Context: an optimization exercise on an open-source flow, tuned for a short achievable clock period and few clock cycles. The choices shown serve that exercise and are no tape-out recipe.
Function was checked by simulation only, so behaviour that the tests miss may differ from the original.

==> inputs of 04-07 <==
// lerc2_bs_stream
module lerc2_bs_stream (
    input  wire        clk,
    input  wire        rst,
    input  wire        start,
    output wire        start_ready,
    input  wire [31:0] total,
    input  wire [31:0] len,
    input  wire        in_valid,
    output wire        in_ready,
    input  wire [31:0] in_data,
    output wire        code_valid,
    input  wire        code_ready,
    output wire [31:0] code_data,
    output reg         done,
    output reg  [1:0]  err,
    output reg  [7:0]  err_arg
);
    localparam [1:0] E_OK = 2'd0, E_TRUNC = 2'd1, E_WIDTH = 2'd2, E_FIELD = 2'd3;
    localparam [1:0] P_A1 = 2'd0, P_A2 = 2'd1, P_B2 = 2'd2, P_STOP = 2'd3;
    reg         active;          
    reg         sr;              
    assign start_ready = sr;
    wire        accept = start && !active;
    reg [255:0] mem;
    reg [3:0]   wpw;             
    reg         in_rdy;
    assign in_ready = in_rdy;
    wire        wr = in_valid && in_rdy;
    wire [5:0]  wpb = {wpw, 2'b00};
    reg         q_end   [0:1];
    reg [5:0]   q_w     [0:1];
    reg         q_z     [0:1];   
    reg [31:0]  q_c     [0:1];
    reg         q_one   [0:1];   
    reg [8:0]   q_s     [0:1];   
    reg [31:0]  q_sh    [0:1];   
    reg [5:0]   q_p     [0:1];   
    reg [5:0]   q_p1    [0:1];
    reg [31:0]  q_m     [0:1];   
    reg [1:0]   q_err   [0:1];
    reg [7:0]   q_arg   [0:1];
    reg         q_rd, q_wr;      
    reg [1:0]   q_v;             
    wire        q_full  = q_v[0] && q_v[1];
  ...
clock: 9.0 ns
lec_check: 0
abc_clock_period_in_ps: 2500
cap_margin: 20
cell_pad_in_sites_detail_placement: 1
cell_pad_in_sites_global_placement: 2
core_margin: 2
core_utilization: 35
place_density: 0.55
setup_slack_margin: 5
slew_margin: 20
standard.sh (not shown) runs the stock make flow with config.mk's settings and CLKGATE_MAP_FILE= SYNTH_SCRIPT=/design/flow/synth_recipe.tcl, a recipe that flattens the netlist after the stock synthesis.
==> flow/flow/run.sh <==
#!/bin/bash
# Standard layout, with timing repair aimed below the clock period: a larger
# setup margin for repair_timing and a tighter delay target for ABC.
set -euo pipefail
bash standard.sh SETUP_SLACK_MARGIN=6.5 ABC_CLOCK_PERIOD_IN_PS=2000 finish > standard_make.log 2>&1
==> 06-05 (differences from 04-07) <==
--- a/flow/design.v
+++ b/flow/design.v
@@ -15,14 +15,13 @@
     output reg  [1:0]  err,
     output reg  [7:0]  err_arg
 );
     localparam [1:0] E_OK = 2'd0, E_TRUNC = 2'd1, E_WIDTH = 2'd2, E_FIELD = 2'd3;
     localparam [1:0] P_A1 = 2'd0, P_A2 = 2'd1, P_B2 = 2'd2, P_STOP = 2'd3;
     reg         active;          
-    reg         sr;              
-    assign start_ready = sr;
+    assign start_ready = !active;
     wire        accept = start && !active;
     reg [255:0] mem;
     reg [3:0]   wpw;             
     reg         in_rdy;
     assign in_ready = in_rdy;
     wire        wr = in_valid && in_rdy;
@@ -31,14 +30,12 @@
     reg [5:0]   q_w     [0:1];
     reg         q_z     [0:1];   
     reg [31:0]  q_c     [0:1];
     reg         q_one   [0:1];   
     reg [8:0]   q_s     [0:1];   
     reg [31:0]  q_sh    [0:1];   
-    reg [5:0]   q_p     [0:1];   
-    reg [5:0]   q_p1    [0:1];
     reg [31:0]  q_m     [0:1];   
     reg [1:0]   q_err   [0:1];
     reg [7:0]   q_arg   [0:1];
     reg         q_rd, q_wr;      
     reg [1:0]   q_v;             
     wire        q_full  = q_v[0] && q_v[1];
@@ -61,14 +58,12 @@
     reg [8:0]   hs;
     reg [31:0]  hm;
     reg [8:0]   xs9, xc9;        
     reg [39:0]  rsum, rcar;      
     reg [39:0]  gsum, gcar;      
     reg [31:0]  hsh;             
-    reg [5:0]   hp, hp1;         
-    reg [3:0]   hq, hq1;         
     reg [8:0]   pa;              
     reg         cv;              
     reg [7:0]   hb0;             
     reg         hbcz;            
     reg         hg1, hg5, hg9;   
     reg         tr;              
@@ -83,14 +78,12 @@
             assign hb_mem[gi] = |t;
         end
     endgenerate
     wire        a_bsel = first && (wpw == 4'd1);
     wire        a_byp  = a_bsel && wr;
     wire [39:0] hb     = a_bsel ? {in_data[7:0], mem[31:0]} : hb_mem;
-    wire [6:0]  hbw7 = {1'b0, hb[5:0]} + 7'd7;
-    wire [3:0]  hq_n = ((hb[7:0] == 8'd0) ? 4'd4 : {1'b0, hbw7[5:3]}) + {1'b0, hb[5:3]};
     wire rem0   = (rem == 32'd0);
     wire rem_l5 = (rem < 32'd5);
     wire rem_l9 = (rem < 32'd9);
     wire [33:0] gap_e = gap + {30'd0, wacc, 2'b00};    
     wire gap1   = !gap_e[33] && (gap_e[32:0] >= 33'd1);
     wire gap5   = !gap_e[33] && (gap_e[32:0] >= 33'd5);
@@ -175,16 +168,15 @@
     endfunction
     wire [39:0] r_t = rsum + rcar;
     wire [39:0] g_t = gsum + gcar;
     wire [8:0]  pn  = pa + xs9 + xc9;
     wire        c_ok  = !cgt && !tr;
     reg         bv;              
-    reg         bsp;             
+    reg         sp;              
+    reg         x1sp;            
     reg [5:0]   bw;
-    reg [2:0]   bwh, bwh1, bwl;  
-    reg [5:0]   ep, ep1;         
     reg         bz;              
     reg [31:0]  bcnt;
     reg         bone;            
     reg [31:0]  bm;
     reg [8:0]   es;              
     reg [31:0]  fbh;             
@@ -200,24 +192,29 @@
     reg [31:0]  od, sd_r;
     assign code_valid = ov;
     assign code_data  = od;
     wire [5:0] fb    = es[8:3];                  
     reg        avr;              
     wire       room  = !(x1v && ov && sv);       
-    wire       fire  = bv && (!bsp || c_ok) && room && (bz || avr);
+    wire       c_bad = sp && cv && !c_ok;        
+    wire       fire  = bv && !c_bad && room && (bz || avr);
+    wire       x1bad = x1v && x1sp && c_bad;      
+    wire       x1mv  = x1v && !x1bad;
     wire       last  = fire && bone;
     wire       slot_free = !bv || last;
     wire       h_end = q_end[q_rd];
     wire       c_go  = cv && !q_full;
     wire       load_q   = slot_free && q_ne && !h_end;
-    wire       load_b2  = slot_free && !q_ne && (pst == P_B2);   
+    wire       load_a2  = slot_free && !q_ne && (pst == P_A2) && a_go;
+    wire       load_b2  = slot_free && !q_ne && (pst == P_B2) && !sp;
+    wire       load_h   = load_a2 || load_b2;
     wire       take_end = slot_free && q_ne && h_end && !end_pend;
     wire       q_pop  = load_q || take_end;
     wire       a1_ld  = ((pst == P_A1) && (!cv || c_go)) || (pst == P_A2);
     wire       a_push = (pst == P_A2) && a_end && !q_full;
-    wire       c_push = c_go && !(bsp && c_ok);
+    wire       c_push = c_go && !(sp && c_ok);
     wire       q_push = a_push || c_push;
     wire [39:0] xw;
     generate
         for (gi = 0; gi < 40; gi = gi + 1) begin : g_xw
             wire [31:0] t;
             for (gk = 0; gk < 32; gk = gk + 1) begin : g_k
@@ -227,40 +224,39 @@
         end
     endgenerate
     wire [39:0] x1n  = {xw[7:0], xw[15:8], xw[23:16], xw[31:24], xw[39:32]};
     wire [39:0] xsh  = x1d >> x1sh;
     wire [31:0] code = x1z ? {x1d[7:0], x1d[15:8], x1d[23:16], x1d[31:24]}
                            : (xsh[31:0] & x1m);
-    wire [3:0]  elo = {1'b0, es[2:0]} + {1'b0, bwl};
-    wire        ec  = elo[3];
-    wire [8:0]  es_f = {ec ? ep1 : ep, elo[2:0]};
-    wire [31:0] fbh_f = ec ? rotl(fbh, bwh1) : rotl(fbh, bwh);
-    wire [5:0]  epa = ep + {3'd0, bwh};
-    wire [5:0]  epb = epa + 6'd1;
-    wire [5:0]  epc = epa + 6'd2;
-    wire [8:0]  es_n = load_q ? q_s[q_rd] : load_b2 ? hs : fire ? es_f : es;
+    wire [5:0]  eb3 = {3'd0, es[2:0]} + {1'b0, bw[4:0]} + {bw[5], 5'd0};
+    wire [2:0]  ei  = eb3[5:3];
+    wire [8:0]  es_f = {fb + {3'd0, ei}, eb3[2:0]};
+    wire [31:0] fbh_f = rotl(fbh, ei);
+    wire [31:0] hsh_n = rotl(php, ho);
+    wire [31:0] hm_n  = h0 ? 32'd0 : (32'hFFFF_FFFF >> (6'd32 - hw));
+    wire        hone_n = (hc == 32'd1);
+    wire [8:0]  es_n = load_q ? q_s[q_rd] : load_h ? hs_n : fire ? es_f : es;
     function av;                 
         input [5:0] w, f;
         reg   [5:0] d;
         begin
             d  = w - f - 6'd5;
             av = !d[5];
         end
     endfunction
-    wire [3:0] av0 = {av(wpb, q_s[q_rd][8:3]), av(wpb, hs[8:3]),
-                      ec ? av(wpb, ep1) : av(wpb, ep), av(wpb, fb)};
-    wire [3:0] av1 = {av(wpb + 6'd4, q_s[q_rd][8:3]), av(wpb + 6'd4, hs[8:3]),
-                      ec ? av(wpb + 6'd4, ep1) : av(wpb + 6'd4, ep), av(wpb + 6'd4, fb)};
+    wire [3:0] av0 = {av(wpb, q_s[q_rd][8:3]), av(wpb, hs_n[8:3]),
+                      av(wpb, es_f[8:3]), av(wpb, fb)};
+    wire [3:0] av1 = {av(wpb + 6'd4, q_s[q_rd][8:3]), av(wpb + 6'd4, hs_n[8:3]),
+                      av(wpb + 6'd4, es_f[8:3]), av(wpb + 6'd4, fb)};
     wire [3:0] avw = wr ? av1 : av0;
-    wire       avr_n = load_q ? avw[3] : load_b2 ? avw[2] : fire ? avw[1] : avw[0];
+    wire       avr_n = load_q ? avw[3] : load_h ? avw[2] : fire ? avw[1] : avw[0];
     wire [5:0] sp_w  = wpb + 6'd4 - fb;
     wire [5:0] sp_nw = wpb - fb;
     always @(posedge clk) begin
         if (rst) begin
             active   <= 1'b0;
-            sr       <= 1'b1;
             wpw      <= 4'd0;
             in_rdy   <= 1'b0;
             q_rd     <= 1'b0;
             q_wr     <= 1'b0;
             q_v      <= 2'd0;
             pst      <= P_STOP;
@@ -271,13 +267,13 @@
             lzero    <= 1'b1;
             gap      <= 34'd0;
             wacc     <= 2'd0;
             pp       <= 6'd0;
             php      <= 32'd1;
             bv       <= 1'b0;
-            bsp      <= 1'b0;
+            sp       <= 1'b0;
             es       <= 9'd0;
             avr      <= 1'b0;
             fbh      <= 32'd1;
             end_pend <= 1'b0;
             x1v      <= 1'b0;
             ov       <= 1'b0;
@@ -296,14 +292,12 @@
             if (a1_ld) begin
                 hb0  <= hb[7:0];
                 hw   <= hb[5:0];
                 hc   <= hb[39:8];
                 h0   <= (hb[7:0] == 8'd0);
                 hbcz <= (hb[39:8] == 32'd0);
-                hq   <= hq_n;
-                hq1  <= hq_n + 4'd1;
                 hg1  <= gap1 || a_byp;
                 hg5  <= gap5 || a_byp;
                 hg9  <= gap9;
             end
             if (pst == P_A1 && (!cv || c_go))
                 pst <= P_A2;
@@ -321,18 +315,16 @@
                 rsum   <= r4[39:0];
                 rcar   <= r4[79:40];
                 gsum   <= g4[39:0];
                 gcar   <= g4[79:40];
                 cgt    <= lmc[32];
                 left_n <= lmc[31:0];
-                hone   <= (hc == 32'd1);
+                hone   <= hone_n;
                 hs     <= hs_n;
-                hsh    <= rotl(php, ho);
-                hp     <= pp + {2'd0, hq};
-                hp1    <= pp + {2'd0, hq1};
-                hm     <= h0 ? 32'd0 : (32'hFFFF_FFFF >> (6'd32 - hw));
+                hsh    <= hsh_n;
+                hm     <= hm_n;
                 pa     <= {pp + (h0 ? 6'd9 : 6'd5), 3'b111};
             end
             if (pst == P_B2) begin
                 rem   <= r_t[34:3];
                 tr    <= r_t[39];
                 left  <= left_n;
@@ -358,14 +350,12 @@
                 q_w[q_wr]   <= hw;
                 q_z[q_wr]   <= h0;
                 q_c[q_wr]   <= hc;
                 q_one[q_wr] <= hone;
                 q_s[q_wr]   <= hs;
                 q_sh[q_wr]  <= hsh;
-                q_p[q_wr]   <= hp;
-                q_p1[q_wr]  <= hp1;
                 q_m[q_wr]   <= hm;
                 q_err[q_wr] <= !cv ? a_err : (cgt ? E_FIELD : E_TRUNC);
                 q_arg[q_wr] <= !cv ? a_arg : (cgt ? 8'd13 : 8'd0);
             end
             if (q_push) q_wr <= !q_wr;
             if (q_pop)  q_rd <= !q_rd;
@@ -380,97 +370,81 @@
                 x1sh <= ~es[2:0];
                 x1m  <= bm;
                 x1z  <= bz;
             end
             es  <= es_n;
             avr <= avr_n;
-            fbh <= load_q ? q_sh[q_rd] : load_b2 ? hsh : fire ? fbh_f : fbh;
-            if (load_q) begin
-                ep  <= q_p[q_rd];
-                ep1 <= q_p1[q_rd];
-            end else if (load_b2) begin
-                ep  <= hp;
-                ep1 <= hp1;
-            end else if (fire) begin
-                ep  <= ec ? epb : epa;
-                ep1 <= ec ? epc : epb;
-            end
+            fbh <= load_q ? q_sh[q_rd] : load_h ? hsh_n : fire ? fbh_f : fbh;
             if (slot_free) begin
                 if (q_ne) begin
                     bw   <= q_w[q_rd];
-                    bwh  <= q_w[q_rd][5:3];
-                    bwh1 <= q_w[q_rd][5:3] + 3'd1;
-                    bwl  <= q_w[q_rd][2:0];
                     bz   <= q_z[q_rd];
                     bcnt <= q_c[q_rd];
                     bone <= q_one[q_rd];
                     bm   <= q_m[q_rd];
                 end else begin
                     bw   <= hw;
-                    bwh  <= hw[5:3];
-                    bwh1 <= hw[5:3] + 3'd1;
-                    bwl  <= hw[2:0];
                     bz   <= h0;
                     bcnt <= hc;
-                    bone <= hone;
-                    bm   <= hm;
+                    bone <= hone_n;
+                    bm   <= hm_n;
                 end
-                bv  <= load_q || load_b2;
-                bsp <= load_b2;
+                bv  <= load_q || load_h;
             end
+            if (load_h) sp <= 1'b1;
             if (cv) begin
-                bsp <= 1'b0;
-                if (bsp && !c_ok) bv <= 1'b0;
+                sp <= 1'b0;
+                if (c_bad) bv <= 1'b0;
             end
             if (take_end) begin
                 end_pend <= 1'b1;
                 end_err  <= q_err[q_rd];
                 end_arg  <= q_arg[q_rd];
             end
+            if (cv)        x1sp <= 1'b0;
+            else if (room) x1sp <= sp;
             if (ov && !code_ready) begin
-                if (x1v && !sv) begin
+                if (x1mv && !sv) begin
                     sd_r <= code;
                     sv   <= 1'b1;
                     x1v  <= fire;
                 end else begin
-                    x1v  <= x1v || fire;
+                    x1v  <= x1mv || fire;
                 end
             end else if (sv) begin
                 od <= sd_r;
                 ov <= 1'b1;
-                if (x1v) begin
+                if (x1mv) begin
                     sd_r <= code;
                     x1v  <= fire;
                 end else begin
                     sv   <= 1'b0;
                     x1v  <= fire;
                 end
-            end else if (x1v) begin
+            end else if (x1mv) begin
                 od  <= code;
                 ov  <= 1'b1;
                 x1v <= fire;
             end else begin
                 ov  <= 1'b0;
                 x1v <= fire;
             end
             if (active && end_pend && !x1v && !sv && (!ov || code_ready)) begin
                 done     <= 1'b1;
                 err      <= end_err;
                 err_arg  <= end_arg;
                 active   <= 1'b0;
-                sr       <= 1'b1;
                 in_rdy   <= 1'b0;
                 pst      <= P_STOP;
                 cv       <= 1'b0;
                 bv       <= 1'b0;
-                bsp      <= 1'b0;
+                sp       <= 1'b0;
                 end_pend <= 1'b0;
             end
             if (accept) begin
                 active   <= 1'b1;
-                sr       <= 1'b0;
                 in_rdy   <= 1'b1;
                 wpw      <= 4'd0;
                 q_rd     <= 1'b0;
                 q_wr     <= 1'b0;
                 q_v      <= 2'd0;
                 pst      <= P_A1;
@@ -481,13 +455,13 @@
                 lzero    <= (total == 32'd0);
                 gap      <= 34'd0;
                 wacc     <= 2'd0;
                 pp       <= 6'd0;
                 php      <= 32'd1;
                 bv       <= 1'b0;
-                bsp      <= 1'b0;
+                sp       <= 1'b0;
                 es       <= 9'd0;
                 avr      <= 1'b0;
                 fbh      <= 32'd1;
                 end_pend <= 1'b0;
             end
         end
==> 04-11 (differences from 04-07) <==
--- a/flow/design.v
+++ b/flow/design.v
@@ -15,14 +15,13 @@
     output reg  [1:0]  err,
     output reg  [7:0]  err_arg
 );
     localparam [1:0] E_OK = 2'd0, E_TRUNC = 2'd1, E_WIDTH = 2'd2, E_FIELD = 2'd3;
     localparam [1:0] P_A1 = 2'd0, P_A2 = 2'd1, P_B2 = 2'd2, P_STOP = 2'd3;
     reg         active;          
-    reg         sr;              
-    assign start_ready = sr;
+    assign start_ready = !active;
     wire        accept = start && !active;
     reg [255:0] mem;
     reg [3:0]   wpw;             
     reg         in_rdy;
     assign in_ready = in_rdy;
     wire        wr = in_valid && in_rdy;
@@ -62,13 +61,12 @@
     reg [31:0]  hm;
     reg [8:0]   xs9, xc9;        
     reg [39:0]  rsum, rcar;      
     reg [39:0]  gsum, gcar;      
     reg [31:0]  hsh;             
     reg [5:0]   hp, hp1;         
-    reg [3:0]   hq, hq1;         
     reg [8:0]   pa;              
     reg         cv;              
     reg [7:0]   hb0;             
     reg         hbcz;            
     reg         hg1, hg5, hg9;   
     reg         tr;              
@@ -83,14 +81,12 @@
             assign hb_mem[gi] = |t;
         end
     endgenerate
     wire        a_bsel = first && (wpw == 4'd1);
     wire        a_byp  = a_bsel && wr;
     wire [39:0] hb     = a_bsel ? {in_data[7:0], mem[31:0]} : hb_mem;
-    wire [6:0]  hbw7 = {1'b0, hb[5:0]} + 7'd7;
-    wire [3:0]  hq_n = ((hb[7:0] == 8'd0) ? 4'd4 : {1'b0, hbw7[5:3]}) + {1'b0, hb[5:3]};
     wire rem0   = (rem == 32'd0);
     wire rem_l5 = (rem < 32'd5);
     wire rem_l9 = (rem < 32'd9);
     wire [33:0] gap_e = gap + {30'd0, wacc, 2'b00};    
     wire gap1   = !gap_e[33] && (gap_e[32:0] >= 33'd1);
     wire gap5   = !gap_e[33] && (gap_e[32:0] >= 33'd5);
@@ -254,13 +250,12 @@
     wire       avr_n = load_q ? avw[3] : load_b2 ? avw[2] : fire ? avw[1] : avw[0];
     wire [5:0] sp_w  = wpb + 6'd4 - fb;
     wire [5:0] sp_nw = wpb - fb;
     always @(posedge clk) begin
         if (rst) begin
             active   <= 1'b0;
-            sr       <= 1'b1;
             wpw      <= 4'd0;
             in_rdy   <= 1'b0;
             q_rd     <= 1'b0;
             q_wr     <= 1'b0;
             q_v      <= 2'd0;
             pst      <= P_STOP;
@@ -296,14 +291,12 @@
             if (a1_ld) begin
                 hb0  <= hb[7:0];
                 hw   <= hb[5:0];
                 hc   <= hb[39:8];
                 h0   <= (hb[7:0] == 8'd0);
                 hbcz <= (hb[39:8] == 32'd0);
-                hq   <= hq_n;
-                hq1  <= hq_n + 4'd1;
                 hg1  <= gap1 || a_byp;
                 hg5  <= gap5 || a_byp;
                 hg9  <= gap9;
             end
             if (pst == P_A1 && (!cv || c_go))
                 pst <= P_A2;
@@ -324,14 +317,14 @@
                 gcar   <= g4[79:40];
                 cgt    <= lmc[32];
                 left_n <= lmc[31:0];
                 hone   <= (hc == 32'd1);
                 hs     <= hs_n;
                 hsh    <= rotl(php, ho);
-                hp     <= pp + {2'd0, hq};
-                hp1    <= pp + {2'd0, hq1};
+                hp     <= hs_n[8:3] + {3'd0, hw[5:3]};
+                hp1    <= hs_n[8:3] + {3'd0, hw[5:3]} + 6'd1;
                 hm     <= h0 ? 32'd0 : (32'hFFFF_FFFF >> (6'd32 - hw));
                 pa     <= {pp + (h0 ? 6'd9 : 6'd5), 3'b111};
             end
             if (pst == P_B2) begin
                 rem   <= r_t[34:3];
                 tr    <= r_t[39];
@@ -454,23 +447,21 @@
             end
             if (active && end_pend && !x1v && !sv && (!ov || code_ready)) begin
                 done     <= 1'b1;
                 err      <= end_err;
                 err_arg  <= end_arg;
                 active   <= 1'b0;
-                sr       <= 1'b1;
                 in_rdy   <= 1'b0;
                 pst      <= P_STOP;
                 cv       <= 1'b0;
                 bv       <= 1'b0;
                 bsp      <= 1'b0;
                 end_pend <= 1'b0;
             end
             if (accept) begin
                 active   <= 1'b1;
-                sr       <= 1'b0;
                 in_rdy   <= 1'b1;
                 wpw      <= 4'd0;
                 q_rd     <= 1'b0;
                 q_wr     <= 1'b0;
                 q_v      <= 2'd0;
                 pst      <= P_A1;
==> impl_metrics.json <==
{
  "outcome": "no timing/DRC/antenna violations",
  "synth_commonest_cells": "edfxtp_1 (1097), a22oi_1 (819), nand2_1 (744)",
  "p_leak_nw": 43.2,
  "dieArea_um2": 252000,
  "tap_cells": 3312,
  "syn_nets": 9267,
  "switchingPower_mw": 8.92,
  "synth_seq_area_share_pct": 42.8,
  "power.group.top": "combinational cells",
  "initial_core_util_pct": 35.3,
  "powerSeq_mw": 7.96,
  "synth_edf_count": 1097
}
Source of the figures above: 04-07

==> impl_metrics.json <==
{
  "synth_commonest_cells": "edfxtp_1 (1039), a22oi_1 (809), clkbuf_1 (793)",
  "seqCellArea_um2": 35700,
  "syn_nets": 8753,
  "tap_cells": 3150,
  "power.group.top": "registers",
  "area_growth_pct": 34.3,
  "outcome": "no timing/DRC/antenna violations",
  "powerSeq_mw": 7.46,
  "switchingPower_mw": 7.56,
  "p_leak_nw": 40.6,
  "synth_seq_area_share_pct": 43.0,
  "synth_edf_count": 1039,
  "initial_core_util_pct": 35.1,
  "dieArea_um2": 239000
}
Source of the figures above: 06-05

==> impl_metrics.json <==
{
  "outcome": "no timing/DRC/antenna violations",
  "p_leak_nw": 43.0,
  "synth_commonest_cells": "edfxtp_1 (1089), a22oi_1 (795), clkbuf_1 (731)",
  "synth_edf_count": 1089,
  "switchingPower_mw": 8.00,
  "synth_seq_area_share_pct": 43.0,
  "tap_cells": 3202,
  "design_area_um2": 116000,
  "syn_nets": 9147,
  "initial_core_util_pct": 35.3,
  "powerSeq_mw": 7.84
}
Source of the figures above: 04-11

Testbench counts of 04-07, summed over its fixed seeds: cycles 26,314.
Testbench counts of 06-05, summed over its fixed seeds: cycles 25,999.
Testbench counts of 04-11, summed over its fixed seeds: cycles 26,314.

## static timing again, ports no longer ideal
The flow's constraints put no driver on any port. The routed layouts listed below were extracted and timed again, unchanged, in two steps. Step 1: set_driving_cell puts a clkbuf_16 on clk and a buf_2 on each other input, an assumption about the parent block. Step 2 also shifts input and output timing later by t, the mid clock arrival at the registers, as if the neighbouring blocks saw the same clock. Slacks: ideal ports / drivers / drivers and shift; pairs: ideal ports / drivers.
run | shift t [ns] | slack for setup (ns) | worst setup path after step 2 | worst register clock-pin slew, ns
04-07 | 0.971 | 5.482 / 5.482 / 5.304 | input to register | 0.08 / 0.08
06-05 | 0.952 | 4.857 / 4.857 / 4.857 | register to register | 0.07 / 0.07
04-11 | 0.966 | 5.518 / 5.426 / 5.266 | input to register | 0.07 / 0.07
After both steps every run listed still meets setup and hold. The setup slack of 04-11, which loses most, moves by -0.092 ns with the drivers and by -0.252 ns with both steps.
